From an optimization exercise on the open Yosys and OpenROAD flow, aimed at small area, a short achievable clock period and few clock cycles; shortcuts taken in it are not production practice. The RTL was checked by simulation tests, not by an equivalence proof against the original design.

## trial 84
==> flow/design.v (excerpt) <==
module rs_codec (
    input  wire       clk,
    input  wire       rst,
    input  wire       in_valid,
    output wire       in_ready,
    input  wire [7:0] in_data,
    input  wire       in_mode,
    output wire       out_valid,
    output wire [7:0] out_data,
    output wire       out_ok,
    output wire       out_last
);
    localparam integer N  = 155;   
    localparam integer K  = 123;   
    localparam integer NP = 32;    
    localparam integer T  = 16;    
    function [7:0] gf_xtime(input [7:0] a);
        gf_xtime = {a[6:0], 1'b0} ^ (a[7] ? 8'h87 : 8'h00);
    endfunction
    function [7:0] gf_mul(input [7:0] a, input [7:0] b);
        integer i;
        reg [7:0] p, x;
        begin
            p = 8'h00;
            x = a;
            for (i = 0; i < 8; i = i + 1) begin
                if (b[i]) p = p ^ x;
                x = gf_xtime(x);
            end
            gf_mul = p;
        end
    endfunction
    function [7:0] gf_apow(input integer e);
        case (e % 255)
            0: gf_apow = 8'h01;
  ...
Size: roughly 17000 cells after synthesis, ~24 I/O pins, ~0.18 sq mm of cells after synthesis.
clock: 20.0 ns
lec_check: 0
cap_margin: 30
core_margin: 2
core_utilization: 45
cts_cluster_diameter: 60
cts_cluster_size: 25
slew_margin: 30
standard.sh (not shown) runs the stock make flow with config.mk's settings and CLKGATE_MAP_FILE= SYNTH_SCRIPT=/design/flow/synth_recipe.tcl, a recipe that flattens the netlist after the stock synthesis.
==> flow/flow/run.sh <==
#!/bin/bash
set -euo pipefail
bash standard.sh SETUP_SLACK_MARGIN=14.65 SKIP_GATE_CLONING=1 finish > make_finish.log 2>&1
Testbench counts of trial 84, summed over its fixed seeds: cycles 59,537.
[inputs] trial 97 vs trial 84
--- a/flow/design.v
+++ b/flow/design.v
@@ -729,38 +729,41 @@
         for (j = 1; j <= NP; j = j + 1)
             if (snext[j] != 8'h00) szero = 1'b0;
     end
     reg  [5:0] deg_cur;
     always @* begin
         deg_cur = 6'd0;
         for (j = 0; j <= T; j = j + 1)
             if (lam[j] != 8'h00) deg_cur = j;
     end
     localparam integer CP   = 4;
     localparam integer CEND = (N + CP - 1) / CP - 1;
-    reg  [7:0] ce [0:CP-1];
-    reg  [4:0] cz;
+    reg  [7:0]    ce [0:CP-1];
+    reg  [CP-1:0] cz;            
     always @* begin
-        cz = 5'd0;
         for (i = 0; i < CP; i = i + 1) begin
             ce[i] = 8'h00;
             for (j = 0; j <= T; j = j + 1)
                 ce[i] = ce[i] ^ gf_mul(bpol[j], gf_apow(i * j));
-            if (ce[i] == 8'h00 && (cc != CEND || CP * CEND + i < N))
-                cz = cz + 5'd1;
+            cz[i] = (ce[i] == 8'h00) && (cc != CEND || CP * CEND + i < N);
         end
     end
-    wire       cnt_end   = (cc == CEND);
-    reg  [4:0] cz_q;             
-    reg        cfin;             
-    wire [4:0] nroots_nx = nroots + cz_q;
+    wire          cnt_end = (cc == CEND);
+    reg  [CP-1:0] cz_q;          
+    reg           cfin;          
+    reg  [4:0]    nroots_nx;
+    always @* begin
+        nroots_nx = nroots;
+        for (i = 0; i < CP; i = i + 1)
+            nroots_nx = nroots_nx + {4'd0, cz_q[i]};
+    end
     always @(posedge clk) begin
         chk <= 1'b0;
         if ((dstate == D_BM && ph != 2'd0) || om_act) begin
             if (ph == 2'd1) begin
                 pa <= h_dot;
                 for (j = 2; j < NP; j = j + 1) synd[j] <= synd[j+1];
                 synd[NP] <= synd[1];
                 synd[1]  <= (dstate == D_BM && !bm_last) ? gf_mul(synd[2], rho) : synd[2];
                 rho <= gf_mul(rho, gf_apow(101));
             end else begin
                 if (dstate == D_BM) dup <= dnew;
@@ -822,23 +825,23 @@
                             dstate   <= D_CNT;
                         end
                     end
                 endcase
             end
             D_CNT: begin
                 if (chk) begin
                     k  <= 6'd1;
                     ph <= 2'd1;
                     cc     <= 7'd0;
                     nroots <= 5'd0;
-                    cz_q   <= 5'd0;
+                    cz_q   <= {CP{1'b0}};
                     cfin   <= 1'b0;
                     for (j = 0; j <= T; j = j + 1) bpol[j] <= lam[j];
                     if (len > T || deg_cur != len) begin
                         dok    <= 1'b0;
                         dstate <= D_DONE;
                     end
                 end else if (cfin) begin
                     dok    <= (nroots_nx == len[4:0]);
                     dstate <= D_DONE;
                 end else begin
                     for (j = 0; j <= T; j = j + 1)
Notes after the runs:
- Trial 97 -> stages 100% | layout checks FAIL | antenna violations
- Going from trial 84 to trial 97, sequential fraction of total cell area grows by 0.25 points.
- In trial 97, clock transition at the registers of the reported paths is higher than in trial 84.
- In the tables for trial 84 and trial 97, routing usage on met1 reads lower with trial 97.
- The setup slack of trial 97 was inferior to that of trial 84.
- Max synthesis-to-layout area growth across trial 84 and trial 97: trial 84
- Cell area | trial 97 vs trial 84 | trial 97 smaller
- Number of iterations in the first detailed-routing pass (lower): trial 84
- Trial 97 vs. trial 84: hold slack moved up; floorplan die area did not really move.
Testbench counts of trial 97, summed over its fixed seeds: cycles 59,537.

-- afterwards: timing with drivers on the ports --
No port has a modelled driver above. Below, the same layouts with a new extraction and two added sets of constraints.
Step 1 assumes that a clkbuf_16 drives the clock port and a buf_2 every other input.
Step 2 times the ports against the registers' clock, not the clock port: input delays grow and output delays shrink by t, the midpoint of the rising clock arrivals with the driver on.
Slacks: no drivers / after step 1 / after step 2; pairs: no drivers / after step 1.
run	shift t [ns]	setup slack, ns	hold slack, ns
trial 84	1.059	14.615 / 14.496 / 13.728	0.392 / 0.392 / 0.392
trial 97	1.058	14.553 / 14.433 / 13.734	0.406 / 0.406 / 0.406
For trial 84, which loses most, drivers alone change the setup slack by -0.119 ns; drivers and shift together by -0.887 ns.
